Source: an optimization exercise on an open RTL-to-GDS flow (aim: small area, a short achievable clock period and few clock cycles). Production flows keep margins and buffers that such runs may drop. At most, simulation tests tie the RTL to the original design; equivalence was not proved. No functional check of the RTL was part of runs 1 and 4. No activity file was given, so power comes from the tool's default toggle rates.

==> design/flow/design.v <==
module frame_engine (
    input  wire        clk,
    input  wire        rst,           
    input  wire        cmd_valid,
    output wire        cmd_ready,
    input  wire [31:0] cmd_data,
    output reg         rsp_valid,
    output wire [31:0] rsp_data,
    output wire        frm_valid,
    input  wire        frm_ready,
    output wire [7:0]  frm_data,
    output wire        frm_first,
    output wire        frm_last
);
    localparam [7:0] P_MARKER0 = 8'hA5;
    localparam [7:0] P_MARKER1 = 8'h5A;
    localparam [7:0] P_VERSION = 8'h01;
    localparam [7:0] P_TYPE    = 8'h01;
    function [15:0] crc_step;
        input [15:0] r;
        input [7:0]  b;
        integer      n;
        reg   [15:0] t;
        begin
            t = r ^ {b, 8'h00};
            for (n = 0; n < 8; n = n + 1)
                t = t[15] ? ((t << 1) ^ 16'h1021) : (t << 1);
            crc_step = t;
        end
    endfunction
    wire [7:0] op = cmd_data[31:24];
    wire is_nop    = (cmd_data == 32'h00000000);
    wire is_init   = (cmd_data == 32'h01000000);
    wire is_seed   = (op == 8'h02) && (cmd_data[23:16] == 8'h00);
    wire is_update = (op == 8'h03) && (cmd_data[23:8]  == 16'h0000);
    wire is_read   = (cmd_data == 32'h04000000);
    wire is_hdr    = (op == 8'h08);
    wire is_feed   = (op == 8'h10) && (cmd_data[23:8]  == 16'h0000);
    wire is_status = (cmd_data == 32'h20000000);
    wire is_legal  = is_nop | is_init | is_seed | is_update | is_read |
                     is_hdr | is_feed | is_status;
    reg [7:0]  ring [0:127];
    reg [7:0]  qhead;       
    reg [7:0]  vtail;       
    reg [7:0]  qtail;       
    reg [6:0]  blen;        
    reg [6:0]  bend;        
    reg [7:0]  level;
    reg [7:0]  qlen;        
    reg        feed_ok;     
    reg        avail;       
    reg [15:0] pcrc;        
    reg        hdr_ok;      
    reg [3:0]  cnt;         
    reg        big;         
    reg [7:0]  prev;        
    reg        nm_v;        
    reg [6:0]  nm_a;
    reg        busy;
    reg        cmode;       
    reg [6:0]  rd;          
    reg [6:0]  rend;        
    reg [6:0]  jstart;      
    reg [7:0]  xr;
    reg        xv;
    reg [2:0]  nframes;
    reg [15:0] crc_reg;
    reg        illegal;
    reg        rk_ones, rk_crc, rk_stat;
    reg [2:0]  rsmall;
    reg [7:0]  h_d, n_d;
    reg        h_v, n_v;
    reg [6:0]  hoff;        
    reg [6:0]  hlast;       
    reg  [7:0] fa;          
    reg  [6:0] raddr;       
    wire [7:0] rdata = ring[raddr];
    reg        rdy;
    assign cmd_ready = rdy;
    wire       fire      = cmd_valid && cmd_ready;
    wire       feed_fire = fire && is_feed;
    wire       rp_act    = busy && !cmode && xv;
    wire       st_act    = feed_fire || rp_act;
    wire [7:0] x = busy ? xr : cmd_data[7:0];
    wire       last = (rd == rend);           
    wire       cand    = (blen >= 7'd2);
    wire [6:0] lastoff = {1'b0, cnt, 2'b11} + 7'd4;           
    wire       crc_en  = (blen <= 7'd4) || (blen + 7'd1 < lastoff);
    wire       x_a5    = busy ? (xr == P_MARKER0) : (cmd_data[7:0] == P_MARKER0);
    wire       x_5a    = busy ? (xr == P_MARKER1) : (cmd_data[7:0] == P_MARKER1);
    wire       mk      = (prev == P_MARKER0) && x_5a;
    wire       done_big = (blen == 7'd7) && big;
    wire       at_last  = (blen == lastoff) && !big;
    wire       good_pre = hdr_ok && (cnt != 4'd0) && (pcrc[7:0] == prev);
    wire       good     = good_pre && (busy ? (pcrc[15:8] == xr)
                                                : (pcrc[15:8] == cmd_data[7:0]));
    wire       s_acc    = cand && at_last && good;
    wire       s_rej    = cand && (done_big || (at_last && !good));
    wire [6:0] bend_p1 = bend + 7'd1;
    wire [6:0] bend_m1 = bend - 7'd1;
    wire       st_v    = nm_v || mk || x_a5;
    wire [6:0] st_a    = nm_v ? nm_a : (mk ? bend_m1 : bend);
    wire       restart = s_rej && st_v;
    wire       we = busy ? xv : feed_ok;
    always @(posedge clk) begin
        if (we)
            ring[bend] <= x;
    end
    wire [31:0] status = {illegal, 1'b0, avail, feed_ok,
                          4'b0, level, 5'b0, 4'b0, blen};
    assign rsp_data = rk_ones ? 32'hFFFFFFFF :
                      rk_crc  ? {16'h0, crc_reg} :
                      rk_stat ? status : {29'h0, rsmall};
    assign frm_valid = h_v;
    assign frm_data  = h_d;
    reg    first_r, last_r;   
    assign frm_first = first_r;
    assign frm_last  = last_r;
    wire   pop       = h_v && frm_ready;
    wire   fetch     = !busy && (fa != vtail) && !(h_v && n_v && !pop);
    wire       acc      = st_act && s_acc;
    wire       resp_now = (feed_fire && !restart) ||
                          (rp_act && last && !restart);
    wire [7:0] qt_acc   = qtail + {1'b0, blen} + 8'd1;
    wire [7:0] qtail_n  = acc ? qt_acc : qtail;
    wire [7:0] vtail_n  = resp_now ? qtail_n : vtail;
    wire [7:0] l_a  = qlen;                        
    wire [7:0] l_b  = qlen + {1'b0, blen} + 8'd1;
    wire [7:0] l_s  = !resp_now ? level : (acc ? l_b : l_a);
    wire [7:0] l_sm = !resp_now ? level - 8'd1 : (acc ? l_b - 8'd1 : l_a - 8'd1);
    wire [7:0] level_n = pop ? l_sm : l_s;
    wire f_s  = !resp_now ? (level <= 8'd60) : (acc ? (l_b <= 8'd60) : (l_a <= 8'd60));
    wire f_sm = !resp_now ? (level <= 8'd61) : (acc ? (l_b <= 8'd61) : (l_a <= 8'd61));
    wire a_s  = !resp_now ? (level != 8'd0) : (acc ? (l_b != 8'd0) : (l_a != 8'd0));
    wire a_sm = !resp_now ? (level != 8'd1) : (acc ? (l_b != 8'd1) : (l_a != 8'd1));
    wire a5ld = resp_now && !avail && (qtail_n != vtail);
    wire busy_n = (feed_fire && restart) || (busy && !(rp_act && last && !restart));
    wire [6:0] rd_n = (feed_fire && restart)              ? st_a :
                      (rp_act && restart && last)         ? st_a :
                      (busy && cmode && xv && last)       ? jstart :
                      (busy && rd != rend)                ? rd + 7'd1 : rd;
    wire [7:0] fa_p1 = fa + 8'd1;
    wire [7:0] fa_n = (a5ld || fetch) ? fa_p1 : fa;
    wire [7:0] l_am = l_a - 8'd1;
    wire [7:0] l_bm = l_b - 8'd1;
    wire [7:0] qlen_n = pop ? (acc ? l_bm : l_am) : (acc ? l_b : l_a);
    reg [6:0] blen_n, bend_n;
    always @(*) begin
        blen_n = blen;
        bend_n = bend;
        if (st_act) begin
            if (!cand) begin
                if (blen == 7'd1 && x_5a) begin
                    blen_n = 7'd2;
                    bend_n = qtail[6:0] + 7'd2;
                end else if (x_a5) begin
                    blen_n = 7'd1;
                    bend_n = qtail[6:0] + 7'd1;
                end else begin
                    blen_n = 7'd0;
                    bend_n = qtail[6:0];
                end
            end else if (s_acc) begin
                blen_n = 7'd0;
                bend_n = bend_p1;
            end else if (s_rej) begin
                blen_n = 7'd0;
                bend_n = (busy && !last && st_v) ? bend_p1 : qtail[6:0];
            end else begin
                blen_n = blen + 7'd1;
                bend_n = bend_p1;
            end
        end else if (busy && cmode && xv) begin
            bend_n = last ? qtail[6:0] : bend_p1;
        end
    end
    always @(posedge clk) begin
        if (rst) begin
            qhead     <= 8'd0;
            qtail     <= 8'd0;
            vtail     <= 8'd0;
            blen      <= 7'd0;
            bend      <= 7'd0;
            level     <= 8'd0;
            fa        <= 8'd0;
            raddr     <= 7'd0;
            qlen      <= 8'd0;
            feed_ok   <= 1'b1;
            rdy       <= 1'b1;
            avail     <= 1'b0;
            busy      <= 1'b0;
            cmode     <= 1'b0;
            xv        <= 1'b0;
            crc_reg   <= 16'hFFFF;
            illegal   <= 1'b0;
            rsp_valid <= 1'b0;
            h_v       <= 1'b0;
            n_v       <= 1'b0;
            hoff      <= 7'd0;
            hlast     <= 7'd127;
            first_r   <= 1'b1;
            last_r    <= 1'b0;
            nm_v      <= 1'b0;
        end else begin
            rsp_valid <= resp_now || (fire && !is_feed);
            qhead   <= qhead + {7'd0, pop};
            qtail   <= qtail_n;
            vtail   <= vtail_n;
            blen    <= blen_n;
            bend    <= bend_n;
            level   <= level_n;
            feed_ok <= pop ? f_sm : f_s;
            rdy     <= !busy_n && ((pop ? f_sm : f_s) ||
                                   (cmd_valid && !is_feed && !fire));
            avail   <= pop ? a_sm : a_s;
            fa    <= fa_n;
            rd    <= rd_n;
            raddr <= busy_n ? rd_n : fa_n[6:0];
            qlen  <= qlen_n;
            if (fire) begin
                rk_ones <= !is_legal;
                rk_crc  <= is_read;
                rk_stat <= is_status;
                rsmall  <= 3'd0;
                if (!is_legal)
                    illegal <= 1'b1;
                else if (is_init)
                    crc_reg <= 16'hFFFF;
                else if (is_seed)
                    crc_reg <= cmd_data[15:0];
                else if (is_update)
                    crc_reg <= crc_step(crc_reg, cmd_data[7:0]);
                else if (is_hdr)
                    rsmall <= {2'b0, (cmd_data[23:16] == P_VERSION) &&
                                     (cmd_data[15:8]  == P_TYPE) &&
                                     (cmd_data[7:0]   != 8'h00)};
                else if (is_feed)
                    rsmall <= {2'b0, s_acc};
            end
            if (st_act) begin
                prev <= x;
                if (!cand) begin
                    pcrc <= 16'hFFFF;
                    nm_v <= 1'b0;
                end else begin
                    if (crc_en)
                        pcrc <= crc_step(pcrc, x);
                    if (blen == 7'd2)
                        hdr_ok <= (x == P_VERSION);
                    if (blen == 7'd3)
                        hdr_ok <= hdr_ok && (x == P_TYPE);
                    if (blen == 7'd4) begin
                        cnt <= x[3:0];
                        big <= (x[7:4] != 4'd0);
                    end
                    if (mk && !nm_v) begin
                        nm_v <= 1'b1;
                        nm_a <= bend_m1;
                    end
                end
            end
            if (busy) begin
                if (rd != rend) begin
                    xr <= rdata;
                    xv <= 1'b1;
                end else
                    xv <= 1'b0;
            end
            if (feed_fire) begin
                nframes <= {2'b0, s_acc};
                if (restart) begin
                    busy  <= 1'b1;
                    cmode <= 1'b0;
                    rend  <= bend_p1;
                    xv    <= 1'b0;
                end
            end else if (rp_act) begin
                if (s_acc)
                    nframes <= nframes + 3'd1;
                if (restart) begin
                    if (last) begin
                        rend <= bend_p1;
                        xv   <= 1'b0;
                    end else begin
                        cmode  <= 1'b1;
                        jstart <= st_a;
                    end
                end else if (last) begin
                    busy   <= 1'b0;
                    rsmall <= nframes + {2'b0, s_acc};
                end
            end else if (busy && cmode && xv && last) begin
                cmode <= 1'b0;
                rend  <= bend_p1;
                xv    <= 1'b0;
            end
            if (a5ld) begin
                h_d <= P_MARKER0;
                h_v <= 1'b1;
            end else if (pop) begin
                hoff    <= last_r ? 7'd0 : hoff + 7'd1;
                first_r <= last_r;
                last_r  <= !last_r && (hoff != 7'd4) && (hoff + 7'd1 == hlast);
                if (hoff == 7'd4)
                    hlast <= {1'b0, h_d[3:0], 2'b11} + 7'd4;
                if (n_v) begin
                    h_d <= n_d;
                    h_v <= 1'b1;
                    n_d <= rdata;
                    n_v <= fetch;
                end else begin
                    h_d <= rdata;
                    h_v <= fetch;
                    n_v <= 1'b0;
                end
            end else if (fetch) begin
                if (!h_v) begin
                    h_d <= rdata;
                    h_v <= 1'b1;
                end else begin
                    n_d <= rdata;
                    n_v <= 1'b1;
                end
            end
        end
    end
endmodule
==> design/flow/flow/run.sh <==
#!/bin/bash
set -euo pipefail
bash standard.sh SETUP_SLACK_MARGIN=6.5 finish > standard_flow.log 2>&1
==> design/flow/standard.sh <==
#!/bin/bash
# synth_recipe.tcl (not shown) runs the flow's synth.tcl, then flattens the netlist and writes it again
# the make line also repeats each setting of config.mk as NAME=value (left out here)
make -C /OpenROAD-flow-scripts/flow DESIGN_CONFIG=/design/flow/config.mk WORK_HOME=/design/flow/orfs CLKGATE_MAP_FILE= SYNTH_SCRIPT=/design/flow/synth_recipe.tcl "${@:-finish}"
==> design/flow/config.mk <==
export PLATFORM = sky130hd
export DESIGN_NAME = frame_engine
export DESIGN_NICKNAME = frame_engine
export VERILOG_FILES = /design/flow/design.v
export SDC_FILE = /design/flow/constraint.sdc
export NUM_CORES = 4
export LEC_CHECK = 0
export CAP_MARGIN = 20
export CELL_PAD_IN_SITES_DETAIL_PLACEMENT = 1
export CELL_PAD_IN_SITES_GLOBAL_PLACEMENT = 2
export CORE_MARGIN = 2
export CORE_UTILIZATION = 50
export CTS_CLUSTER_DIAMETER = 120
export CTS_CLUSTER_SIZE = 24
export SLEW_MARGIN = 20
==> design/flow/constraint.sdc <==
create_clock -name core_clock -period 11.0 [get_ports {clk}]
set_input_delay 2.2000 -clock core_clock [delete_from_list [all_inputs] [get_ports {clk}]]
set_output_delay 2.2000 -clock core_clock [all_outputs]
set_load 0.01 [all_outputs]
==> results of run 1 <==
## power breakdown
group          leakage, nW  switching (W)  internal [W]  total [W]
Combinational         5.82       0.000140     0.0000599   0.000200
Sequential            10.9     0.00000766       0.00504    0.00505
Clock                0.741        0.00139      0.000956    0.00235
Total                 17.5        0.00154       0.00605    0.00759
## worst max-delay path by stage
| stage | startpoint | end | slack (ps) |
|---|---|---|---|
| after detailed placement | cmd_data[9] | n_d[7] | 3710 |
| final | cmd_data[3] | hoff[0] | 6020 |
| after CTS | cmd_data[1] | hoff[0] | 5910 |
| after floorplan | cmd_data[1] | n_d[0] | 5170 |
| after global placement | cmd_data[9] | n_d[7] | 3800 |
| after global routing | cmd_data[3] | hoff[0] | 5990 |
## per-stage QoR
stage,area (sq um),hold WS [ps],power [W]
final,57400,500,0.00759
after floorplan,51800,437,0.00524
after CTS,56800,498,0.00764
after detailed placement,54000,475,0.00532
after global placement,54000,463,0.00531
after global routing,57400,533,0.00778
## metal layers
| metal | up-vias | track usage | share of wire |
|---|---|---|---|
| li1 | 12000 | - | - |
| met1 | 15100 | 0.369 | 0.42 |
| met2 | 784 | 0.443 | 0.50 |
| met3 | 158 | 0.0341 | 0.054 |
| met4 | 0 | 0.0650 | 0.026 |
| met5 | - | 0 | 0 |
## worst max-delay path: stages
cell	delay (ps)
buf_12	140
mux2_8	320
xor2_2	170
or3_1	360
or4_4	620
clkinv_4	100
a21oi_4	60
or3_4	380
a22oi_4	300
a31oi_4	150
buf_12	170
or4_4	480
a21oi_2	120
## cells in the final DEF, fill, tap and decap left out, types with 16 or more instances in the layout
cell	count
a211oi_1	28
a21o_1	25
a21oi_1	56
buf_4	100
buf_6	23
clkbuf_1	19
clkbuf_16	57
clkdlybuf4s50_1	41
dfxtp_1	92
edfxtp_1	1115
ha_1	43
inv_1	40
mux2i_1	32
mux4_2	336
nand2_1	141
nand3_1	44
nand4_1	21
nor2_1	254
nor2b_1	17
nor3_1	31
o211ai_1	16
o21ai_0	63
xnor2_1	95
xor2_1	52
## cell type report
class / instances / area [sq um]
Fill cell: 9175 / 44600
Clock buffer: 76 / 1500
Inverter: 47 / 196
Timing Repair Buffer: 218 / 2160
Multi-Input combinational cell: 1570 / 16200
Tap cell: 1368 / 1710
Sequential cell: 1217 / 35500
Clock inverter: 5 / 30.0
Timing Repair inverter: 2 / 10.0
## logic make-up (layout without fill, tap and decap cells)
family | Yosys count | count (layout) | share of synthesized area
XOR/XNOR | 159 | 159 | 0.0273
adder cells (fa/ha/maj) | 45 | 45 | 0.0112
flip-flops | 1217 | 1217 | 0.689
buffers and inverters | 216 | 348 | 0.0165
AND/OR/NAND/NOR | 661 | 662 | 0.0600
multiplexers | 386 | 398 | 0.157
AO/OA/AOI/OAI | 305 | 306 | 0.0386
## timing repair
item,CTS,global route
pin swaps,49,42
gates cloned,18,0
resized for setup,191,91
setup buffers,71,29
setup endpoints to repair,222,145
==> results.tsv, run 1 <==
metric	value	unit
status	complete, no violations	
PwrDens	132	nW/um^2
CTS Sinks	1217	
TritonCTS buffer count	56	
DIE AREA	106000	sq um
Avg Vias per Cell	6.23	
Post-synth top cells	edfxtp_1 (1,115), mux4_2 (336), nor2_1 (265)	
crit start category	input port	
grt ovf	0	
Final ANT Viol Nets	0	
Post-synth EDFFs	1115	
worst slew pin tran	1090	ps
Max-Cap Viols	0	
initial antenna violation count	3	
Cell variety after synth	82	
Reg-to-Reg End	h_d[7]	
Post-synth ARST share	0	
max FFs per register	1024	
cell count after synthesis	2989	
register area share after synthesis	0.689	
DR WL/cell	30.9	microns
diode count	0	
Total Wirelength	139000	microns
area leader, netlist	edfxtp_1	
Core Area	102000	sq um
H-tree depth	2	
Post-Route Skew	29.7	ps
Port Buffers	80	
worst hold path type	flop to flop	
Slew HR	0.272	
crit-path max FO	9	
pre-CTS setup slack	3710	ps
TritonCTS clock tree	built	
post-synth top area share	0.649	
Fin. Hold Viols	0	
worst path required time	11620	ps
Syn Std Cell Area	51600	sq um
Global Route Usage Sum	0.264	
largest cells by area after synthesis	edfxtp_1 (65%), mux4_2 (15%), dfxtp_1 (4.0%)	
DRT iter0 DRCs	2660	
nets@finish	3193	
number of synthesized register bits	1217	
first-pass GRT wire length	205000	microns
die width	325	microns
drt pass-1 iters	7	
Worst VDD drop	0.145	mV
Slew Viols, Final	0	
Primary FF master, synth	edfxtp_1	
hold path start	illegal	
most common cell in the netlist	edfxtp_1	
non-filler cells in the finished layout	4503	
# setup viols final	0	
Remaining DRCs	0	
Clock Tree Root	clkbuf_16	
Worst setup EP type	flop	
Placed Instances	4303	
I/O Pins	81	
Crit path arrival time	5590	ps
static leakage	17.5	nW
pin count of the biggest net entering global routing	99	
f_max	201	MHz
unrepaired setup endpoints after global routing	yes	
clock latency (worst-skew pair)	690	ps
Layout Utilization	0.562	
dpl hpwl	83300	microns
Min-Delay Path Depth	2	
Clock transition at path regs	100	ps
Area Overhead vs Synth	11.3	%
clock buffer depth	3	
R2R setup slack	6370	ps
Rows	117	
Die Y	325	microns
CTS Hold Bufs	0	
vias in the first global route	29200	
syn avg cell area	17.3	sq um
Sum Neg Setup Slack	0	ps
share of layout cells above drive strength 1	0.232	
Reg2Reg Depth	8	
Tcrit/Tclk final	0.452	
total number of vias	28000	
syn nets	3070	
synth warn	1	
Setup CP Type	input port to flop	
GPL Wtd Cong	0.829	
Tmin final	4980	ps
setup ws final	6020	ps
Starting Density	0.505	
hold endpoint	illegal	
==> run 2: changes to the inputs <==
--- a/design/flow/design.v
+++ b/design/flow/design.v
@@ -294,10 +294,7 @@
                 rend  <= bend_p1;
                 xv    <= 1'b0;
             end
-            if (a5ld) begin
-                h_d <= P_MARKER0;
-                h_v <= 1'b1;
-            end else if (pop) begin
+            if (pop) begin
                 hoff    <= last_r ? 7'd0 : hoff + 7'd1;
                 first_r <= last_r;
                 last_r  <= !last_r && (hoff != 7'd4) && (hoff + 7'd1 == hlast);
@@ -322,6 +319,10 @@
                     n_v <= 1'b1;
                 end
             end
+            if (a5ld) begin
+                h_d <= P_MARKER0;
+                h_v <= 1'b1;
+            end
         end
     end
 endmodule
==> results.tsv, run 2 <==
metric	value	unit	change
Worst setup EP type	flop		
most common library cell in the layout ignoring fill and taps	edfxtp_1		
post-synth top area share	0.644		-0.00539
Final ANT Viol Nets	0		unchanged
syn avg cell area	17.2	sq um	-0.33%
worst-path cell chain	clkdlybuf4s50_1 -> nor3_4 -> and4_4 -> nand4_4 -> a21oi_4 -> buf_6 -> buf_4 -> o2111ai_1 -> a2bb2oi_2 -> and4_4 -> nor4_2 -> mux2_1		
H-tree depth	2		unchanged
hold path start	illegal		
worst path required time	11600	ps	-20 ps
I/O Pins	81		unchanged
share of layout cells above drive strength 1	0.204		-0.0280
dpl hpwl	85900	microns	+3.2%
Remaining DRCs	0		unchanged
largest cells by area after synthesis	edfxtp_1 (64%), mux4_2 (15%), dfxtp_1 (3.9%)		
status	complete, no violations		
clock buffer depth	3		unchanged
Die Y	326	microns	+0.41%
Avg Vias per Cell	6.17		-0.98%
CTS Hold Bufs	0		unchanged
Post-synth ARST share	0		unchanged
Global Route Usage Sum	0.256		-0.00790
Reg-to-Reg End	h_d[5]		
Tcrit/Tclk final	0.404		-0.0485
register area share after synthesis	0.683		-0.00572
Slew HR	0.297		+0.0250
Post-synth top cells	edfxtp_1 (1,115), mux4_2 (336), nor2_1 (261)		
crit-path max FO	8		-1
crit path from	cmd_data[9]		
slowest cell delay on critical path	470	ps	-150 ps
drt pass-1 iters	7		unchanged
area leader, netlist	edfxtp_1		
Sum Neg Setup Slack	0	ps	unchanged
Crit path arrival time	5050	ps	-540 ps
# setup viols final	0		unchanged
CTS Sinks	1217		unchanged
worst slew pin tran	1050	ps	-39.8 ps
DRT iter0 DRCs	2223		-16%
syn nets	3105		+1.1%
DIE AREA	107000	sq um	+0.83%
most common cell in the netlist	edfxtp_1		
Worst VDD drop	0.174	mV	+20%
Core Area	103000	sq um	+1.3%
Tmin final	4440	ps	-534 ps
synth warn	1		unchanged
Min-Delay Path Depth	2		unchanged
Slew Viols, Final	0		unchanged
Max-Cap Viols	0		unchanged
total number of vias	27700		-1.3%
TritonCTS clock tree	built		
die width	326	microns	+0.41%
f_max	225	MHz	+12%
PwrDens	135	nW/um^2	+2.1%
Post-synth EDFFs	1115		unchanged
cell count after synthesis	3024		+1.2%
Clock Tree Root	clkbuf_16		
non-filler cells in the finished layout	4487		-0.36%
static leakage	17.3	nW	-1.1%
Primary FF master, synth	edfxtp_1		
commonest non-fill, non-tap cells in the layout	edfxtp_1 (1,115), mux4_2 (336), nor2_1 (257)		
clock latency (worst-skew pair)	720	ps	+30 ps
Placed Instances	4354		+1.2%
initial antenna violation count	2		-1
GPL Wtd Cong	0.823		-0.68%
worst hold path type	flop to flop		
nets@finish	3162		-0.97%
Area Overhead vs Synth	9.41	%	
unrepaired setup endpoints after global routing	no		
Starting Density	0.503		-0.00225
Setup CP Type	input port to flop		
R2R setup slack	6680	ps	+310 ps
max FFs per register	1024		unchanged
Total Wirelength	135000	microns	-3.0%
DR WL/cell	30.1	microns	-2.7%
pre-CTS setup slack	4610	ps	+901 ps
Reg2Reg Depth	8		unchanged
Cell variety after synth	92		+12%
hold endpoint	illegal		
cell repeated most along the worst path	and4_4		
Syn Std Cell Area	52000	sq um	+0.84%
pin count of the biggest net entering global routing	89		-10%
Post-Route Skew	38.2	ps	+8.49 ps
Fin. Hold Viols	0		unchanged
Power, Total	0.00769	W	+1.2%
Clock transition at path regs	100	ps	about the same
Port Buffers	80		unchanged
CP max stage cell	clkdlybuf4s50_1		
vias in the first global route	29200		+0.16%
crit start category	input port		
first-pass GRT wire length	200000	microns	-2.3%
TritonCTS buffer count	58		+3.6%
setup ws final	6560	ps	+534 ps
grt ovf	0		unchanged
number of synthesized register bits	1217		unchanged
Rows	118		+0.85%
[run 2: cells by family after synthesis]
| logic type | Yosys count | synth area share |
|---|---|---|
| AOI/OAI and AO/OA | 293 | 0.0359 |
| xor gates and xnor gates | 158 | 0.0281 |
| adders and majority gates | 45 | 0.0111 |
| buffers and inverters | 214 | 0.0171 |
| DFF | 1217 | 0.683 |
| muxes | 394 | 0.159 |
| and+or+nand+nor | 703 | 0.0660 |
[run 2: worst max-delay path by stage]
stage | endpoint | slack [ps] | cells past startpoint
final | fa[7] | 6560 | 12
after global routing | fa[7] | 6500 | 12
after CTS | fa[7] | 6470 | 11
after detailed placement | fa[7] | 4610 | 9
after global placement | fa[7] | 4820 | 10
after floorplan | flop | 6280 | 11
[run 2: metrics by stage]
step / cell area (sq um) / util / hold WS, ps
2_1_floorplan: 52200 / - / 437
3_3_place_gp: 54300 / 0.526 / 463
3_5_place_dp: 54300 / 0.526 / 464
4_1_cts: 56700 / 0.549 / 488
5_1_grt: 56900 / 0.550 / 532
6_report: 56900 / 0.550 / 480
[run 2: final cells by class]
class / instances / area [sq um]
fill: 9312 / 46500
sequential: 1217 / 35600
multi-input combinational: 1600 / 16100
tap: 1380 / 1730
timing repair buffer: 163 / 1610
clock buffer: 73 / 1510
clock inverter: 11 / 180
inverter: 41 / 174
antenna: 2 / 5.00
[run 2: repair_timing]
| action | 4_1_cts | 5_1_grt |
|---|---|---|
| endpoints found under the setup margin | 175 | 74 |
| buffers inserted | 30 | 9 |
| gates cloned | 8 | 0 |
| resized for setup | 87 | 40 |
| pin swaps | 14 | 14 |
[run 2: worst max-delay path, delay by kind of cell]
family | cells | cell delay [ps]
and+or+nand+nor | 5 | 1180
muxes | 1 | 300
buffers and inverters | 3 | 680
AOI/OAI and AO/OA | 3 | 650
[run 2: report_power, final]
part / internal, W / leakage [nW] / switching, W / total [W]
Combinational: 0.0000488 / 5.59 / 0.000131 / 0.000180
Clock: 0.00103 / 0.814 / 0.00144 / 0.00247
Sequential: 0.00504 / 10.9 / 0.00000327 / 0.00504
[run 2: routing by layer]
layer,track usage,share of wire,vias to the layer above
li1,-,-,12000
met1,0.353,0.42,14700
met3,0.0477,0.061,167
met5,0,0.00020,-
met2,0.425,0.50,756
met4,0.0634,0.026,4
Testbench counts of run 2, summed over its fixed seeds: cycles 35,278.
==> run 3: changes to the inputs <==
==> design/flow/flow/run.sh (replaced) <==
#!/bin/bash
set -euo pipefail
bash standard.sh SETUP_SLACK_MARGIN=7.5 finish > standard_flow.log 2>&1
==> results.tsv, run 3 <==
metric	value	unit	change
status	complete, no violations		
Avg Vias per Cell	6.23		+1.0%
R2R setup slack	7060	ps	+380 ps
I/O Pins	81		unchanged
share of layout cells above drive strength 1	0.353		+0.149
largest cells by area after synthesis	edfxtp_1 (64%), mux4_2 (15%), dfxtp_1 (3.9%)		
most common cell in the netlist	edfxtp_1		
GPL Wtd Cong	0.839		+1.9%
synth warn	1		unchanged
Placed Instances	4346		-0.18%
post-synthesis compound-gate area fraction	0.0359		unchanged
Synth Area in Adders	0.0111		unchanged
hold endpoint	illegal		
post-synth top area share	0.644		unchanged
cell count after synthesis	3024		unchanged
DIE AREA	107000	sq um	unchanged
nets@finish	3370		+6.6%
post-synthesis xor/xnor area fraction	0.0281		unchanged
Post-synth EDFFs	1115		unchanged
Starting Density	0.503		unchanged
worst slew pin tran	1110	ps	+55.5 ps
dpl hpwl	85600	microns	-0.33%
max FFs per register	1024		unchanged
mux cell area share after synthesis	0.159		unchanged
Tmin final	4260	ps	-186 ps
Slew HR	0.262		-0.0344
Remaining DRCs	0		unchanged
Clock transition at path regs	90	ps	about the same
Register Area	35600	sq um	about the same
crit start category	flop		
Primary FF master, synth	edfxtp_1		
grt ovf	0		unchanged
pin count of the biggest net entering global routing	101		+13%
most common library cell in the layout ignoring fill and taps	edfxtp_1		
syn nets	3105		unchanged
Slew Viols, Final	0		unchanged
Worst setup EP type	output port		
Setup CP Type	flop to output port		
Port Buffers	80		unchanged
Layout Utilization	0.589		+0.0390
Clock Tree Root	clkbuf_16		
area leader, netlist	edfxtp_1		
initial antenna violation count	3		+1
total number of vias	29200		+5.7%
unrepaired setup endpoints after global routing	yes		
GR peak layer	met2		
Post-synth top cells	edfxtp_1 (1,115), mux4_2 (336), nor2_1 (261)		
Tcrit/Tclk final	0.387		-0.0169
Post-synth ARST share	0		unchanged
Min-Delay Path Depth	2		unchanged
H-tree depth	2		unchanged
Area Overhead vs Synth	17.2	%	
Max-Cap Viols	0		unchanged
# setup viols final	0		unchanged
met3 Use GR	0.0571		+0.00947
Reg2Reg Depth	13		+5
hold path start	illegal		
Rows	118		unchanged
Post-Route Skew	25.2	ps	-13.0 ps
largest family of logic cells by synthesized area	multiplexers		
tightest hold margin	496	ps	+15.9 ps
TritonCTS clock tree	built		
Final ANT Viol Nets	0		unchanged
simple-gate share of the synthesized area	0.0660		unchanged
clock buffer depth	3		unchanged
CTS Sinks	1217		unchanged
Core Area	103000	sq um	unchanged
Sum Neg Setup Slack	0	ps	unchanged
Crit path arrival time	2060	ps	-2990 ps
first-pass GRT wire length	217000	microns	+8.7%
worst path required time	8800	ps	-2800 ps
crit-path max FO	4		-4
Syn Std Cell Area	52000	sq um	unchanged
Die Y	326	microns	unchanged
static leakage	18.9	nW	+9.2%
Worst VDD drop	0.151	mV	-13%
commonest non-fill, non-tap cells in the layout	edfxtp_1 (1,115), mux4_2 (336), nor2_1 (162)		
Total Wirelength	150000	microns	+11%
met2 usage	0.464		+0.0385
syn avg cell area	17.2	sq um	unchanged
fill count	9006		-3.3%
Global Route Usage Sum	0.282		+0.0257
reg2reg start	qtail[0]		
PwrDens	127	nW/um^2	-5.7%
f_max	235	MHz	+4.4%
drt pass-1 iters	5		-2
met1 Use GR	0.380		+0.0269
DRT iter0 DRCs	2793		+26%
Fin. Hold Viols	0		unchanged
die width	326	microns	unchanged
multi-input logic area	17800	sq um	+10%
non-filler cells in the finished layout	4696		+4.7%
DR WL/cell	31.9	microns	+6.3%
Cell variety after synth	92		unchanged
register area share after synthesis	0.683		unchanged
clock latency (worst-skew pair)	700	ps	-20 ps
worst hold path type	flop to flop		
vias in the first global route	30700		+4.9%
number of synthesized register bits	1217		unchanged
TritonCTS buffer count	59		+1.7%
## run 3: cell types whose count changed in the layout (fill, tap and decap cells not counted), sizes merged, moves of 3 or more
cell / previous run / this run
clkdlybuf4s50: 46 / 1
clkdlybuf4s15: 0 / 5
clkinvlp: 2 / 12
buf: 84 / 335
dlymetal6s2s: 23 / 0
bufbuf: 1 / 7
inv: 43 / 40
clkbuf: 75 / 79
## run 3: through the flow
step	power, W	area (sq um)	setup WS (ps)
floorplan	0.00524	52600	6280
global placement	0.00532	54600	4770
detailed placement	0.00532	54600	4620
CTS	0.00780	59700	6690
global route	0.00795	60900	6690
finish	0.00776	60900	6740
## run 3: power by group
group | internal (W) | total (W) | switching, W
Clock | 0.00104 | 0.00250 | 0.00146
Sequential | 0.00504 | 0.00504 | 0.00000408
Combinational | 0.0000693 | 0.000222 | 0.000152
## run 3: worst max path at each step
stage                     start     endpoint  cells past startpoint
floorplan           cmd_data[2]         flop                     11
global placement    cmd_data[2]        fa[7]                     10
detailed placement  cmd_data[2]        fa[7]                     10
CTS                     rk_stat  rsp_data[2]                      5
global route            rk_stat  rsp_data[2]                      5
finish                  rk_stat  rsp_data[2]                      5
## run 3: area by class of cell
type,instances,share of cell area
flip-flops and latches,1217,0.584
multi-input cells,1605,0.292
repair buffers,360,0.0647
well taps,1380,0.0283
clock buffers,75,0.0256
inverters,41,0.00298
clock inverters,11,0.00242
repair inverters,5,0.000411
diodes,2,0.0000822
## run 3: cells by family (layout without fill, tap and decap cells)
family / count (synthesis) / after routing
muxes: 394 / 400
other: 0 / 2
and+or+nand+nor: 703 / 708
buffers and inverters: 214 / 492
xor gates and xnor gates: 158 / 158
DFF: 1217 / 1217
AOI/OAI and AO/OA: 293 / 294
adders and majority gates: 45 / 45
## run 3: worst max-delay path: stages (launching register included)
cell and delay, ps:
edfxtp_1 500, buf_6 170, mux2_4 320, mux2i_1 130, nand2b_1 100, buf_2 150
## run 3: routing by layer
layer | up-vias | wire (microns)
met4 | 0 | 5890
met2 | 954 | 74000
met5 | - | 0
met1 | 15600 | 59900
li1 | 12500 | -
met3 | 218 | 10200
## run 3: timing repair
action	4_1_cts	5_1_grt
endpoints found under the setup margin	976	1383
hold buffers	0	0
gates cloned	38	1
pin swaps	125	75
endpoints found under the hold margin	0	0
setup buffers	173	50
gates resized for setup	655	222
==> run 4: changes to the inputs <==
--- a/design/flow/design.v
+++ b/design/flow/design.v
@@ -294,7 +294,10 @@
                 rend  <= bend_p1;
                 xv    <= 1'b0;
             end
-            if (pop) begin
+            if (a5ld) begin
+                h_d <= P_MARKER0;
+                h_v <= 1'b1;
+            end else if (pop) begin
                 hoff    <= last_r ? 7'd0 : hoff + 7'd1;
                 first_r <= last_r;
                 last_r  <= !last_r && (hoff != 7'd4) && (hoff + 7'd1 == hlast);
@@ -319,10 +322,6 @@
                     n_v <= 1'b1;
                 end
             end
-            if (a5ld) begin
-                h_d <= P_MARKER0;
-                h_v <= 1'b1;
-            end
         end
     end
 endmodule
==> design/flow/flow/run.sh (replaced) <==
#!/bin/bash
set -euo pipefail
bash standard.sh SETUP_SLACK_MARGIN=7 finish > standard_flow.log 2>&1
==> results.tsv, run 4 <==
metric	value	unit	change
f_max	199	MHz	-15%
Avg Vias per Cell	6.24		+0.12%
Fin. Hold Viols	0		unchanged
post-synth top area share	0.649		+0.00539
tightest hold margin	491	ps	-5.35 ps
die width	325	microns	-0.41%
DIE AREA	106000	sq um	-0.82%
Rows	117		-0.85%
max FFs per register	1024		unchanged
GR peak layer	met2		
Post-synth top cells	edfxtp_1 (1,115), mux4_2 (336), nor2_1 (265)		
clock latency (worst-skew pair)	700	ps	about the same
met3 Use GR	0.0288		-0.0284
Max-Cap Viols	0		unchanged
Total Wirelength	143000	microns	-4.9%
static leakage	18.0	nW	-4.5%
met2 usage	0.443		-0.0207
Primary FF master, synth	edfxtp_1		
drt pass-1 iters	5		unchanged
Area Overhead vs Synth	13.8	%	
non-filler cells in the finished layout	4573		-2.6%
Port Buffers	80		unchanged
TritonCTS clock tree	built		
syn nets	3070		-1.1%
worst hold path type	flop to flop		
Post-synth EDFFs	1115		unchanged
commonest non-fill, non-tap cells in the layout	edfxtp_1 (1,115), mux4_2 (336), nor2_1 (245)		
diode count	0		-2
vias in the first global route	29800		-2.7%
most common library cell in the layout ignoring fill and taps	edfxtp_1		
Final ANT Viol Nets	0		unchanged
DR WL/cell	31.2	microns	-2.4%
crit path from	cmd_data[3]		
Core Area	102000	sq um	-1.3%
crit start category	input port		
worst path required time	11630	ps	+2830 ps
total number of vias	28500		-2.5%
most common cell in the netlist	edfxtp_1		
area leader, netlist	edfxtp_1		
Clock transition at path regs	100	ps	about the same
Clock Tree Root	clkbuf_16		
Cell variety after synth	82		-11%
crit-path max FO	9		+5
CTS Hold Bufs	0		unchanged
Sum Neg Setup Slack	0	ps	unchanged
status	complete, no violations		
Placed Instances	4303		-0.99%
share of layout cells above drive strength 1	0.277		-0.0757
Setup CP Type	input port to flop		
register area share after synthesis	0.689		+0.00572
first-pass GRT wire length	209000	microns	-3.9%
Tcrit/Tclk final	0.457		+0.0701
pin count of the biggest net entering global routing	90		-11%
Worst setup EP type	flop		
clock buffer depth	3		unchanged
unrepaired setup endpoints after global routing	yes		
Post-synth ARST share	0		unchanged
hold path start	illegal		
synth warn	1		unchanged
Global Route Usage Sum	0.268		-0.0133
Tmin final	5030	ps	+771 ps
syn avg cell area	17.3	sq um	+0.33%
grt ovf	0		unchanged
fill count	9101		+1.1%
Syn Std Cell Area	51600	sq um	-0.83%
H-tree depth	2		unchanged
Slew Viols, Final	0		unchanged
nets@finish	3261		-3.2%
CTS Sinks	1217		unchanged
I/O Pins	81		unchanged
DRT iter0 DRCs	2692		-3.6%
worst slew pin tran	1100	ps	-5.05 ps
initial antenna violation count	1		-2
Worst VDD drop	0.148	mV	-2.1%
dpl hpwl	83200	microns	-2.9%
Slew HR	0.265		+0.00236
GPL Wtd Cong	0.824		-1.8%
Crit path arrival time	5660	ps	+3600 ps
# setup viols final	0		unchanged
Remaining DRCs	0		unchanged
reg2reg start	blen[3]		
Starting Density	0.505		+0.00225
TritonCTS buffer count	57		-3.4%
Die Y	325	microns	-0.41%
cell count after synthesis	2989		-1.2%
PwrDens	131	nW/um^2	+2.9%
met1 Use GR	0.383		+0.00366
Post-Route Skew	32.7	ps	+7.52 ps
largest cells by area after synthesis	edfxtp_1 (65%), mux4_2 (15%), dfxtp_1 (4.0%)		
number of synthesized register bits	1217		unchanged
run 4: cell count changes after synthesis, sizes merged, moves of 6 or more:
cell	previous run	this run
nand3	72	49
nand4	31	21
or4	5	15
nor4	30	18
a211oi	10	34
o31ai	9	3
clkbuf	112	122
mux2	24	13
a31oi	19	11
a21oi	80	70
buf	61	47
run 4: final timing paths:
kind,slack (ps),to,cells past startpoint
setup / recovery,5970,hoff[6],12
hold reg to reg,490,illegal,2
hold / removal,490,illegal,2
setup reg to reg,6280,hoff[6],11
run 4: layer usage:
metal  vias up  wire [microns]  share of wire
met5         -               0              0
met4         0            4270          0.030
met3       180            7080          0.050
met2       844           70300           0.49
met1     15300           61000           0.43
li1      12200               -              -
run 4: final cells by class:
class                           instances  area, sq um  area share
Timing Repair Buffer                  282         2870      0.0489
Clock buffer                           78         1550      0.0264
Inverter                               47          204     0.00347
Sequential cell                      1217        35600       0.606
Timing Repair inverter                  3         17.5    0.000298
Tap cell                             1368         1710      0.0292
Multi-Input combinational cell       1572        16700       0.285
Clock inverter                          6         75.1     0.00128
run 4: repair_timing:
item                                    CTS  global route
pin swaps                                60            51
endpoints found under the setup margin  609           353
resized for setup                       413           128
setup buffers                           120            39
cloned                                   24             3
run 4: stage by stage:
| step | setup WS [ps] | total power [W] | cell area, sq um | utilization |
|---|---|---|---|---|
| 6_report | 5970 | 0.00769 | 58700 | 0.575 |
| 5_1_grt | 5920 | 0.00788 | 58700 | 0.575 |
| 4_1_cts | 6070 | 0.00773 | 57900 | 0.567 |
| 3_5_place_dp | 3770 | 0.00532 | 54100 | 0.530 |
| 3_3_place_gp | 3960 | 0.00531 | 54100 | 0.530 |
| 2_1_floorplan | 5180 | 0.00524 | 52000 | - |
run 4: kinds of logic after synthesis:
kind of cell    share of synthesized area
fa+ha+maj                          0.0112
buf+inv                            0.0165
mux                                 0.157
simple gates                       0.0600
compound gates                     0.0386
flops                               0.689
xor+xnor                           0.0273
run 4: report_power, final:
| part | leakage [nW] | internal (W) | switching (W) | total [W] |
|---|---|---|---|---|
| Combinational | 6.31 | 0.0000637 | 0.000147 | 0.000210 |
| Clock | 0.781 | 0.00101 | 0.00142 | 0.00244 |
| Sequential | 10.9 | 0.00504 | 0.00000793 | 0.00505 |
| Total | 18.0 | 0.00611 | 0.00158 | 0.00769 |
run 4: worst max-delay path: stages:
cell	delay [ps]
buf_8	140
mux2_8	330
xor2_2	180
or3_1	400
or4_4	640
clkinv_4	100
a21oi_4	60
or3_4	340
a22oi_4	330
a31oi_4	230
or4_1	570
a21oi_1	130
==> run 5: changes to the inputs <==
--- a/design/flow/design.v
+++ b/design/flow/design.v
@@ -294,10 +294,7 @@
                 rend  <= bend_p1;
                 xv    <= 1'b0;
             end
-            if (a5ld) begin
-                h_d <= P_MARKER0;
-                h_v <= 1'b1;
-            end else if (pop) begin
+            if (pop) begin
                 hoff    <= last_r ? 7'd0 : hoff + 7'd1;
                 first_r <= last_r;
                 last_r  <= !last_r && (hoff != 7'd4) && (hoff + 7'd1 == hlast);
@@ -322,6 +319,10 @@
                     n_v <= 1'b1;
                 end
             end
+            if (a5ld) begin
+                h_d <= P_MARKER0;
+                h_v <= 1'b1;
+            end
         end
     end
 endmodule
--- a/design/flow/config.mk
+++ b/design/flow/config.mk
@@ -10,6 +10,4 @@
 export CELL_PAD_IN_SITES_GLOBAL_PLACEMENT = 2
 export CORE_MARGIN = 2
 export CORE_UTILIZATION = 50
-export CTS_CLUSTER_DIAMETER = 120
-export CTS_CLUSTER_SIZE = 24
 export SLEW_MARGIN = 20
==> results.tsv, run 5 <==
metric	value	unit	change
status	complete, no violations		
CP max stage cell	edfxtp_1		
cell repeated most along the worst path	buf_12		
Fin. Hold Viols	0		unchanged
Worst VDD drop	0.160	mV	+8.2%
H-tree depth	4		+2
Layout Utilization	0.590		+0.0152
internal power	0.00769	W	+26%
Clock power frac	0.456		+0.139
multi-input logic area	16700	sq um	-0.11%
Tcrit/Tclk final	0.385		-0.0718
CTS Sinks	1217		unchanged
pin count of the biggest net entering global routing	89		-1.1%
Core Area	103000	sq um	+1.3%
Slew Viols, Final	0		unchanged
post-synth top area share	0.644		-0.00539
Setup CP Type	flop to output port		
mux cell area share after synthesis	0.159		+0.00115
worst-path cell chain	buf_4 -> nor2b_4 -> buf_12 -> buf_12 -> a21o_1 -> buf_2		
dpl hpwl	86400	microns	+3.8%
simple-gate share of the synthesized area	0.0660		+0.00602
Tmin final	4240	ps	-790 ps
Clock transition at path regs	60	ps	-40 ps
PwrDens	159	nW/um^2	+21%
DR WL/cell	30.9	microns	-0.83%
Area Overhead vs Synth	17.4	%	
I/O Pins	81		unchanged
most common cell in the netlist	edfxtp_1		
Clock Tree Root	clkbuf_16		
commonest non-fill, non-tap cells in the layout	edfxtp_1 (1,115), mux4_2 (336), nor2_1 (226)		
largest family of logic cells by synthesized area	multiplexers		
Post-synth ARST share	0		unchanged
register area share after synthesis	0.683		-0.00572
Die Y	326	microns	+0.41%
crit-path max FO	6		-3
largest cells by area after synthesis	edfxtp_1 (64%), mux4_2 (15%), dfxtp_1 (3.9%)		
# setup viols final	0		unchanged
Sum Neg Setup Slack	0	ps	unchanged
cell count after synthesis	3024		+1.2%
worst path required time	8800	ps	-2830 ps
Post-synth EDFFs	1115		unchanged
unrepaired setup endpoints after global routing	yes		
Post-synth top cells	edfxtp_1 (1,115), mux4_2 (336), nor2_1 (261)		
Post-Route Skew	19.7	ps	-13.0 ps
clock buffer depth	3		unchanged
Port Buffers	80		unchanged
Final ANT Viol Nets	0		unchanged
Worst Path Buf+Inv	4		+2
NetSw	0.00198	W	+26%
Max-Cap Viols	0		unchanged
post-synthesis compound-gate area fraction	0.0359		-0.00275
fill count	9076		-0.27%
grt ovf	0		unchanged
share of layout cells above drive strength 1	0.292		+0.0151
Primary FF master, synth	edfxtp_1		
Register Area	35600	sq um	about the same
Synth Area in Adders	0.0111		-0.0000931
vias in the first global route	30800		+3.2%
syn avg cell area	17.2	sq um	-0.33%
post-synthesis xor/xnor area fraction	0.0281		+0.000760
Total Wirelength	146000	microns	+2.6%
synth warn	1		unchanged
DRT iter0 DRCs	2319		-14%
total number of vias	29400		+3.1%
sequential share of power	0.522		-0.134
drt pass-1 iters	5		unchanged
Global Route Usage Sum	0.275		+0.00672
nets@finish	3333		+2.2%
GPL Wtd Cong	0.840		+1.9%
kind of cell adding the most delay to the critical path	buffers and inverters		
Starting Density	0.503		-0.00225
placed cell area	54400	sq um	+0.64%
CTS Hold Bufs	0		unchanged
Rows	118		+0.85%
DIE AREA	107000	sq um	+0.83%
Remaining DRCs	0		unchanged
clock latency (worst-skew pair)	740	ps	+40 ps
area leader, netlist	edfxtp_1		
Crit path arrival time	2040	ps	-3620 ps
Cell variety after synth	92		+12%
Syn Std Cell Area	52000	sq um	+0.84%
die width	326	microns	+0.41%
syn nets	3105		+1.1%
Comb power frac	0.022		-0.005
worst hold path type	flop to flop		
Worst setup EP type	output port		
most common library cell in the layout ignoring fill and taps	edfxtp_1		
Sw Share	0.205		about the same
Avg Vias per Cell	6.21		-0.35%
f_max	236	MHz	+19%
TritonCTS buffer count	133		+130%
number of synthesized register bits	1217		unchanged
crit start category	flop		
first-pass GRT wire length	213000	microns	+2.1%
post-route design area	61000	sq um	+4.0%
TritonCTS clock tree	built		
R2R setup slack	6910	ps	+630 ps
slowest cell delay on critical path	420	ps	-220 ps
Slew HR	0.274		+0.00905
initial antenna violation count	5		+4
max FFs per register	1024		unchanged
worst slew pin tran	1090	ps	-13.6 ps
static leakage	19.1	nW	+6.4%
run 5: cell count changes after synthesis, sizes merged, moves of 6 or more:
cell and delta:
a211oi -24, nand3 +23, buf +14, nor4 +12
mux2 +11, a21oi +10, clkbuf -10, nand4 +10
or4 -10, a31oi +8, o31ai +6
run 5: final timing paths:
kind         startpoint      endpoint  cells past startpoint
max             rk_stat  rsp_data[17]                      6
min             illegal       illegal                      2
max reg2reg        busy   ring[14][2]                      6
min reg2reg     illegal       illegal                      2
run 5: repair_timing:
action                     4_1_cts  5_1_grt
cloned                          15        8
hold endpoints to repair         0        0
setup endpoints to repair      625      526
setup buffers                   74       51
gates resized for setup        361      119
pin swaps                       44       52
run 5: kinds of logic (layout without fill, tap and decap cells):
family,after synthesis,count (layout)
flip-flops,1217,1217
AND/OR/NAND/NOR,703,707
multiplexers,394,400
AO/OA/AOI/OAI,293,294
buffers and inverters,214,530
XOR/XNOR,158,158
adder cells (fa/ha/maj),45,45
other,0,2
run 5: metal layers:
metal  vias up  share of wire  global-route usage  wire length, microns
li1      12500              -                   -                     -
met1     15700           0.41               0.379                 60600
met2       962           0.50               0.457                 73100
met3       244          0.057              0.0411                  8380
met4         2          0.030              0.0849                  4340
met5         -       0.000068                   0                    10
run 5: metrics by stage:
step | total power, W | std cells | worst slack, ps | hold slack [ps]
after floorplan | 0.00524 | 3024 | 6280 | 437
after global placement | 0.00531 | 4349 | 4800 | 459
after detailed placement | 0.00532 | 4349 | 4640 | 464
after CTS | 0.00973 | 4672 | 6750 | 481
after global routing | 0.00991 | 4731 | 6690 | 533
final | 0.00968 | 4733 | 6760 | 477
run 5: worst reg2reg max path: stages, from the launching register on:
cell and delay, ps:
dfxtp_1 330, buf_4 570, nand2_1 340, a21boi_0 320, nor2_1 360, nand3_2 870
nor2_2 920
run 5: area by class of cell:
cell class	instances	area share
tap	1380	0.0283
multi-input combinational	1604	0.274
sequential	1217	0.583
antenna	2	0.0000820
clock buffer	157	0.0567
clock inverter	77	0.0132
inverter	41	0.00293
timing repair buffer	253	0.0424
timing repair inverter	2	0.000205
run 5: power by group through the flow:
stage / clock (W) / combinational (W) / sequential [W]
2_1_floorplan: 0 / 0.0000897 / 0.00515
3_3_place_gp: 0 / 0.000165 / 0.00515
3_5_place_dp: 0 / 0.000173 / 0.00515
4_1_cts: 0.00448 / 0.000199 / 0.00505
5_1_grt: 0.00464 / 0.000221 / 0.00505
6_report: 0.00442 / 0.000209 / 0.00505
Testbench counts of run 5, summed over its fixed seeds: cycles 35,278.
==> run 6: changes to the inputs <==
--- a/design/flow/config.mk
+++ b/design/flow/config.mk
@@ -10,4 +10,6 @@
 export CELL_PAD_IN_SITES_GLOBAL_PLACEMENT = 2
 export CORE_MARGIN = 2
 export CORE_UTILIZATION = 50
+export CTS_CLUSTER_DIAMETER = 100
+export CTS_CLUSTER_SIZE = 20
 export SLEW_MARGIN = 20
==> results.tsv, run 6 <==
metric	value	unit	change
worst hold path type	flop to flop		
Slew Viols, Final	0		unchanged
Power, Total	0.00808	W	-17%
die width	326	microns	unchanged
Core Area	103000	sq um	unchanged
clock buffer depth	3		unchanged
static leakage	18.0	nW	-6.2%
slowest cell delay on critical path	490	ps	+70 ps
Avg Vias per Cell	6.25		+0.65%
Setup CP Type	flop to output port		
clock latency (worst-skew pair)	700	ps	-40 ps
TritonCTS buffer count	73		-45%
most common library cell in the layout ignoring fill and taps	edfxtp_1		
grt ovf	0		unchanged
DIE AREA	107000	sq um	unchanged
drt pass-1 iters	6		+1
Final ANT Viol Nets	0		unchanged
TritonCTS clock tree	built		
Clock transition at path regs	90	ps	+30 ps
DRT iter0 DRCs	2334		+0.65%
worst path required time	8800	ps	about the same
H-tree depth	3		-1
Slew HR	0.263		-0.0110
Post-synth top cells	edfxtp_1 (1,115), mux4_2 (336), nor2_1 (261)		
Fin. Hold Viols	0		unchanged
Tmin final	4210	ps	-32.2 ps
Die Y	326	microns	unchanged
syn nets	3105		unchanged
Post-Route Skew	42.2	ps	+22.5 ps
Rows	118		unchanged
initial antenna violation count	5		unchanged
PwrDens	138	nW/um^2	-13%
first-pass GRT wire length	210000	microns	-1.7%
f_max	238	MHz	+0.77%
crit start category	flop		
vias in the first global route	30200		-1.8%
unrepaired setup endpoints after global routing	yes		
share of layout cells above drive strength 1	0.266		-0.0258
worst-path cell chain	buf_4 -> nor2b_4 -> buf_12 -> a21o_1 -> clkdlybuf4s15_2		
nets@finish	3249		-2.5%
syn avg cell area	17.2	sq um	unchanged
R2R setup slack	6950	ps	+40 ps
pin count of the biggest net entering global routing	89		unchanged
GPL Wtd Cong	0.840		unchanged
met2 usage	0.455		-0.00235
CP max stage cell	edfxtp_1		
met3 Use GR	0.0292		-0.0119
I/O Pins	81		unchanged
total number of vias	28700		-2.6%
post-synth top area share	0.644		unchanged
area leader, netlist	edfxtp_1		
commonest non-fill, non-tap cells in the layout	edfxtp_1 (1,115), mux4_2 (336), nor2_1 (228)		
Post-synth ARST share	0		unchanged
dpl hpwl	86400	microns	unchanged
Tcrit/Tclk final	0.382		-0.00293
Global Route Usage Sum	0.269		-0.00586
Syn Std Cell Area	52000	sq um	unchanged
DR WL/cell	31.3	microns	+1.3%
worst slew pin tran	1100	ps	+16.7 ps
tightest hold margin	496	ps	+18.3 ps
Crit path arrival time	2010	ps	-30 ps
crit-path max FO	11		+5
most common cell in the netlist	edfxtp_1		
Port Buffers	80		unchanged
Remaining DRCs	0		unchanged
# setup viols final	0		unchanged
largest cells by area after synthesis	edfxtp_1 (64%), mux4_2 (15%), dfxtp_1 (3.9%)		
synth warn	1		unchanged
cell count after synthesis	3024		unchanged
Starting Density	0.503		unchanged
Total Wirelength	143000	microns	-2.0%
met1 Use GR	0.376		-0.00240
GR peak layer	met2		
Worst Path Buf+Inv	3		-1
Post-synth EDFFs	1115		unchanged
Clock Tree Root	clkbuf_16		
CTS Hold Bufs	0		unchanged
Area Overhead vs Synth	12.7	%	
kind of cell adding the most delay to the critical path	buffers and inverters		
CTS Sinks	1217		unchanged
Worst VDD drop	0.128	mV	-20%
register area share after synthesis	0.683		unchanged
Worst setup EP type	output port		
Cell variety after synth	92		unchanged
status	complete, no violations		
Max-Cap Viols	0		unchanged
Sum Neg Setup Slack	0	ps	unchanged
number of synthesized register bits	1217		unchanged
max FFs per register	1024		unchanged
Primary FF master, synth	edfxtp_1		
## run 6: cell counts after synthesis
Identical to the previous run, type by type.
## run 6: report_power, final
group	switching [W]	internal (W)
clock	0.00153	0.00131
combinational	0.000144	0.0000586
sequential	0.00000402	0.00504
total	0.00167	0.00640
## run 6: path summary, 6_finish.rpt
kind	start	endpoint	depth (start not counted)
max	rk_crc	rsp_data[16]	5
min	illegal	illegal	2
max reg2reg	busy	ring[14][7]	6
min reg2reg	illegal	illegal	2
## run 6: final cells by class
cell class                 count  area, sq um
antenna                        2         5.00
clock buffer                  97         2020
clock inverter                 9         95.1
fill                        9194        44700
inverter                      41          179
multi-input combinational   1604        16700
sequential                  1217        35600
tap                         1380         1730
timing repair buffer         228         2360
timing repair inverter         3         17.5
## run 6: timing repair
action,CTS,global route
resized for setup,326,110
setup buffers,82,20
pin swaps,47,29
gates cloned,13,9
endpoints found under the setup margin,767,499
## run 6: kinds of logic after synthesis
group	count (synthesis)	synth area share
xor+xnor	158	0.0281
compound gates	293	0.0359
fa+ha+maj	45	0.0111
buf+inv	214	0.0171
simple gates	703	0.0660
flops	1217	0.683
mux	394	0.159
## run 6: through the flow
step           utilization  instances  worst slack, ps  cell area, sq um
6_report             0.567       4581             6790             58600
5_1_grt              0.567       4579             6750             58600
4_1_cts              0.561       4550             6810             58000
3_5_place_dp         0.526       4349             4640             54400
3_3_place_gp         0.526       4349             4800             54400
2_1_floorplan            -       3024             6280             52300
## run 6: layer usage
metal,vias to the layer above,part of all wire
li1,12200,-
met3,203,0.049
met5,-,0
met1,15400,0.42
met2,793,0.50
met4,0,0.030
## run 6: worst min-delay path, delay by kind of cell (launching register included)
kind               cells  cell delay (ps)
and+or+nand+nor        1               70
AOI/OAI and AO/OA      1               50
DFF                    1              340
==> run 7: changes to the inputs <==
--- a/design/flow/config.mk
+++ b/design/flow/config.mk
@@ -10,6 +10,6 @@
 export CELL_PAD_IN_SITES_GLOBAL_PLACEMENT = 2
 export CORE_MARGIN = 2
 export CORE_UTILIZATION = 50
-export CTS_CLUSTER_DIAMETER = 100
-export CTS_CLUSTER_SIZE = 20
+export CTS_CLUSTER_DIAMETER = 120
+export CTS_CLUSTER_SIZE = 24
 export SLEW_MARGIN = 20
==> results.tsv, run 7 <==
metric	value	unit	change
Total Wirelength	144000	microns	+0.38%
TritonCTS clock tree	built		
Slew HR	0.277		+0.0141
Die Y	326	microns	unchanged
slowest cell delay on critical path	430	ps	-60 ps
Avg Vias per Cell	6.25		about the same
first-pass GRT wire length	210000	microns	about the same
area leader, netlist	edfxtp_1		
Crit path depth	5		unchanged
placed cell area	54400	sq um	unchanged
Post-synth ARST share	0		unchanged
clock latency (worst-skew pair)	710	ps	about the same
Crit path arrival time	2000	ps	about the same
vias in the first global route	30100		-0.52%
die width	326	microns	unchanged
f_max	238	MHz	+0.12%
worst-path cell chain	buf_6 -> mux2_4 -> mux2i_1 -> nand2b_1 -> buf_2		
pin count of the biggest net entering global routing	89		unchanged
Starting Density	0.503		unchanged
Remaining DRCs	0		unchanged
crit path from	rk_stat		
Reg2Reg Depth	6		unchanged
CP max stage cell	edfxtp_1		
most common library cell in the layout ignoring fill and taps	edfxtp_1		
register area share after synthesis	0.683		unchanged
worst hold path type	flop to flop		
multi-input logic area	16700	sq um	+0.41%
Reg-to-Reg End	ring[15][3]		
# setup viols final	0		unchanged
post-synth top area share	0.644		unchanged
cell count after synthesis	3024		unchanged
DRT iter0 DRCs	2294		-1.7%
Global Route Usage Sum	0.269		about the same
total number of vias	28600		-0.098%
CP endpoint	rsp_data[2]		
crit start category	flop		
Slew Viols, Final	0		unchanged
Register Area	35600	sq um	about the same
Primary FF master, synth	edfxtp_1		
Port Buffers	80		unchanged
Worst VDD drop	0.135	mV	+5.4%
Cell variety after synth	92		unchanged
PwrDens	132	nW/um^2	-4.4%
I/O Pins	81		unchanged
TritonCTS buffer count	58		-21%
Worst Path Buf+Inv	2		-1
reg2reg start	busy		
commonest non-fill, non-tap cells in the layout	edfxtp_1 (1,115), mux4_2 (336), nor2_1 (228)		
largest cells by area after synthesis	edfxtp_1 (64%), mux4_2 (15%), dfxtp_1 (3.9%)		
CTS Hold Bufs	0		unchanged
Final ANT Viol Nets	0		unchanged
Syn Std Cell Area	52000	sq um	unchanged
Max-Cap Viols	0		unchanged
Post-synth top cells	edfxtp_1 (1,115), mux4_2 (336), nor2_1 (261)		
grt ovf	0		unchanged
crit-path max FO	5		-6
static leakage	17.8	nW	-0.90%
syn avg cell area	17.2	sq um	unchanged
Clock Tree Root	clkbuf_16		
Tmin final	4200	ps	-4.86 ps
Worst setup EP type	output port		
share of layout cells above drive strength 1	0.269		+0.00315
status	complete, no violations		
Setup CP Type	flop to output port		
Sum Neg Setup Slack	0	ps	unchanged
Rows	118		unchanged
worst path required time	8800	ps	about the same
R2R setup slack	6980	ps	+30 ps
clock buffer depth	3		unchanged
worst slew pin tran	1080	ps	-21.4 ps
number of synthesized register bits	1217		unchanged
post-route design area	58300	sq um	-0.54%
Area Overhead vs Synth	12.1	%	
most common cell in the netlist	edfxtp_1		
Fin. Hold Viols	0		unchanged
Post-Route Skew	25.4	ps	-16.8 ps
H-tree depth	2		-1
unrepaired setup endpoints after global routing	yes		
kind of cell adding the most delay to the critical path	multiplexers		
fill count	9235		+0.45%
nets@finish	3251		+0.062%
GPL Wtd Cong	0.840		unchanged
DR WL/cell	31.5	microns	+0.45%
CTS Sinks	1217		unchanged
synth warn	1		unchanged
Post-synth EDFFs	1115		unchanged
DIE AREA	107000	sq um	unchanged
drt pass-1 iters	5		-1
Tcrit/Tclk final	0.382		-0.000442
dpl hpwl	86400	microns	unchanged
Core Area	103000	sq um	unchanged
max FFs per register	1024		unchanged
syn nets	3105		unchanged
Clock transition at path regs	110	ps	+20 ps
initial antenna violation count	4		-1
## run 7: cell counts after synthesis
Identical to the previous run, type by type.
## run 7: tightest hold or removal path, stage by stage (launching register included)
cell and delay (ps):
dfxtp_1 350, a21oi_1 50, nor2_1 70
## run 7: final cells by class
| cell class | count | share of cell area |
|---|---|---|
| repair inverters | 3 | 0.000300 |
| repair buffers | 246 | 0.0423 |
| clock buffers | 75 | 0.0260 |
| flip-flops and latches | 1217 | 0.610 |
| multi-input cells | 1603 | 0.287 |
| clock inverters | 10 | 0.00182 |
| inverters | 41 | 0.00307 |
| well taps | 1380 | 0.0296 |
| diodes | 3 | 0.000129 |
## run 7: cells by family after synthesis
family | Yosys count | synth area share
buf+inv | 214 | 0.0171
mux | 394 | 0.159
compound gates | 293 | 0.0359
flops | 1217 | 0.683
fa+ha+maj | 45 | 0.0111
xor+xnor | 158 | 0.0281
simple gates | 703 | 0.0660
## run 7: repair_timing
item                                    in CTS  in global routing
endpoints found under the setup margin     734                504
pin swaps                                   40                 49
resized for setup                          369                134
buffers inserted                            81                 37
gates cloned                                16                  7
## run 7: per-stage QoR
step                utilization  total power (W)  hold slack [ps]  instances  setup slack [ps]
floorplan                     -          0.00524              437       3024              6280
global route              0.564          0.00786              523       4575              6690
CTS                       0.556          0.00772              490       4531              6790
detailed placement        0.526          0.00532              464       4349              4640
finish                    0.564          0.00768              494       4578              6800
global placement          0.526          0.00531              459       4349              4800
## run 7: where the power goes
| part | switching [W] | leakage [nW] | internal, W |
|---|---|---|---|
| Sequential | 0.00000404 | 10.9 | 0.00504 |
| Combinational | 0.000145 | 6.16 | 0.0000600 |
| Clock | 0.00145 | 0.777 | 0.000983 |
## run 7: worst min path at each step
| stage | from | to | slack (ps) | cells past startpoint |
|---|---|---|---|---|
| finish | illegal | illegal | 490 | 2 |
| detailed placement | illegal | illegal | 460 | 2 |
| global route | illegal | illegal | 520 | 2 |
| global placement | illegal | illegal | 460 | 2 |
| floorplan | illegal | illegal | 440 | 2 |
| CTS | illegal | illegal | 490 | 2 |
## run 7: metal layers
metal / GRT usage / vias up / wire length [microns]
met3: 0.0310 / 169 / 7250
met2: 0.459 / 795 / 73100
met4: 0.0665 / 0 / 3530
met1: 0.374 / 15400 / 60200
li1: - / 12200 / -
met5: 0 / - / 0
==> run 8: changes to the inputs <==
--- a/design/flow/config.mk
+++ b/design/flow/config.mk
@@ -5,6 +5,7 @@
 export SDC_FILE = /design/flow/constraint.sdc
 export NUM_CORES = 4
 export LEC_CHECK = 0
+export ABC_CLOCK_PERIOD_IN_PS = 4000
 export CAP_MARGIN = 20
 export CELL_PAD_IN_SITES_DETAIL_PLACEMENT = 1
 export CELL_PAD_IN_SITES_GLOBAL_PLACEMENT = 2
==> results.tsv, run 8 <==
metric	value	unit	change
CTS Sinks	1217		unchanged
f_max	238	MHz	unchanged
Worst VDD drop	0.135	mV	unchanged
Post-synth top cells	edfxtp_1 (1,115), mux4_2 (336), nor2_1 (261)		
Syn Std Cell Area	52000	sq um	unchanged
most common cell in the netlist	edfxtp_1		
cell count after synthesis	3024		unchanged
clock buffer depth	3		unchanged
worst path required time	8800	ps	about the same
CP endpoint	rsp_data[2]		
DIE AREA	107000	sq um	unchanged
die width	326	microns	unchanged
Total Wirelength	144000	microns	unchanged
Worst setup EP type	output port		
Post-synth EDFFs	1115		unchanged
GPL Wtd Cong	0.840		unchanged
Port Buffers	80		unchanged
Power, Total	0.00768	W	unchanged
# setup viols final	0		unchanged
Die Y	326	microns	unchanged
static leakage	17.8	nW	unchanged
Global Route Usage Sum	0.269		unchanged
largest cells by area after synthesis	edfxtp_1 (64%), mux4_2 (15%), dfxtp_1 (3.9%)		
unrepaired setup endpoints after global routing	yes		
Avg Vias per Cell	6.25		unchanged
first-pass GRT wire length	210000	microns	unchanged
worst slew pin tran	1080	ps	unchanged
Max-Cap Viols	0		unchanged
Clock Tree Root	clkbuf_16		
Clock transition at path regs	110	ps	about the same
fill count	9235		unchanged
PwrDens	132	nW/um^2	unchanged
Rows	118		unchanged
crit-path max FO	5		unchanged
reg2reg start	busy		
syn avg cell area	17.2	sq um	unchanged
Slew HR	0.277		unchanged
Final ANT Viol Nets	0		unchanged
number of synthesized register bits	1217		unchanged
CTS Hold Bufs	0		unchanged
Post-Route Skew	25.4	ps	unchanged
Core Area	103000	sq um	unchanged
Fin. Hold Viols	0		unchanged
TritonCTS clock tree	built		
Tmin final	4200	ps	unchanged
TritonCTS buffer count	58		unchanged
Cell variety after synth	92		unchanged
Area Overhead vs Synth	12.1	%	unchanged
synth warn	1		unchanged
drt pass-1 iters	5		unchanged
Reg-to-Reg End	ring[15][3]		
total number of vias	28600		unchanged
Remaining DRCs	0		unchanged
Setup CP Type	flop to output port		
H-tree depth	2		unchanged
pin count of the biggest net entering global routing	89		unchanged
share of layout cells above drive strength 1	0.269		unchanged
Reg2Reg Depth	6		unchanged
Primary FF master, synth	edfxtp_1		
DR WL/cell	31.5	microns	unchanged
clock latency (worst-skew pair)	710	ps	about the same
vias in the first global route	30100		unchanged
Slew Viols, Final	0		unchanged
max FFs per register	1024		unchanged
commonest non-fill, non-tap cells in the layout	edfxtp_1 (1,115), mux4_2 (336), nor2_1 (228)		
Tcrit/Tclk final	0.382		unchanged
crit path from	rk_stat		
R2R setup slack	6980	ps	about the same
Starting Density	0.503		unchanged
I/O Pins	81		unchanged
Crit path arrival time	2000	ps	about the same
crit start category	flop		
most common library cell in the layout ignoring fill and taps	edfxtp_1		
area leader, netlist	edfxtp_1		
status	complete, no violations		
Post-synth ARST share	0		unchanged
grt ovf	0		unchanged
nets@finish	3251		unchanged
dpl hpwl	86400	microns	unchanged
register area share after synthesis	0.683		unchanged
initial antenna violation count	4		unchanged
DRT iter0 DRCs	2294		unchanged
worst hold path type	flop to flop		
Sum Neg Setup Slack	0	ps	unchanged
syn nets	3105		unchanged
post-synth top area share	0.644		unchanged
[run 8: cell counts in the layout (fill, tap and decap cells not counted)]
Identical to the previous run, type by type.
[run 8: metrics by stage]
step                      cell area [sq um]  instances  hold slack, ps  setup WS, ps  utilization
after global routing                  58300       4575             523          6690        0.564
final                                 58300       4578             494          6800        0.564
after floorplan                       52300       3024             437          6280            -
after CTS                             57400       4531             490          6790        0.556
after detailed placement              54400       4349             464          4640        0.526
after global placement                54400       4349             459          4800        0.526
[run 8: worst min path at each step]
stage	start	endpoint	slack, ps	cells after the start
final	illegal	illegal	490	2
after floorplan	illegal	illegal	440	2
after global placement	illegal	illegal	460	2
after detailed placement	illegal	illegal	460	2
after global routing	illegal	illegal	520	2
after CTS	illegal	illegal	490	2
[run 8: logic make-up after synthesis]
logic type	Yosys count	share of synthesized area
DFF	1217	0.683
and+or+nand+nor	703	0.0660
muxes	394	0.159
AOI/OAI and AO/OA	293	0.0359
buffers and inverters	214	0.0171
xor gates and xnor gates	158	0.0281
adders and majority gates	45	0.0111
[run 8: layer usage]
metal,track usage,vias up,routed length (microns)
met5,0,-,0
met4,0.0665,0,3530
met3,0.0310,169,7250
met2,0.459,795,73100
met1,0.374,15400,60200
li1,-,12200,-
[run 8: cell type report]
class | instances | area (sq um) | share of cell area
Clock buffer | 75 | 1520 | 0.0260
Sequential cell | 1217 | 35600 | 0.610
Clock inverter | 10 | 106 | 0.00182
Antenna cell | 3 | 7.51 | 0.000129
Inverter | 41 | 179 | 0.00307
Timing Repair Buffer | 246 | 2470 | 0.0423
Multi-Input combinational cell | 1603 | 16700 | 0.287
Timing Repair inverter | 3 | 17.5 | 0.000300
Tap cell | 1380 | 1730 | 0.0296
[run 8: report_power, final]
group          switching (W)  total [W]  internal [W]
logic               0.000145   0.000205     0.0000600
clock network        0.00145    0.00243      0.000983
registers         0.00000404    0.00504       0.00504
total                0.00160    0.00768       0.00608
[run 8: critical path: stages (launching register included)]
cell      delay, ps
edfxtp_1        430
buf_6           160
mux2_4          330
mux2i_1         140
nand2b_1         90
buf_2           140
[run 8: repair_timing]
action / CTS / global route
gates cloned: 16 / 7
resized for setup: 369 / 134
endpoints found under the setup margin: 734 / 504
endpoints found under the hold margin: 0 / 0
pin swaps: 40 / 49
buffers inserted: 81 / 37

Setup slack of run 8, layout unchanged: 6.800 ns with ideal ports, 6.721 ns with driving cells assumed (clock clkbuf_16, inputs buf_2), 6.136 ns with port delays also shifted by the 0.773 ns mid clock arrival.
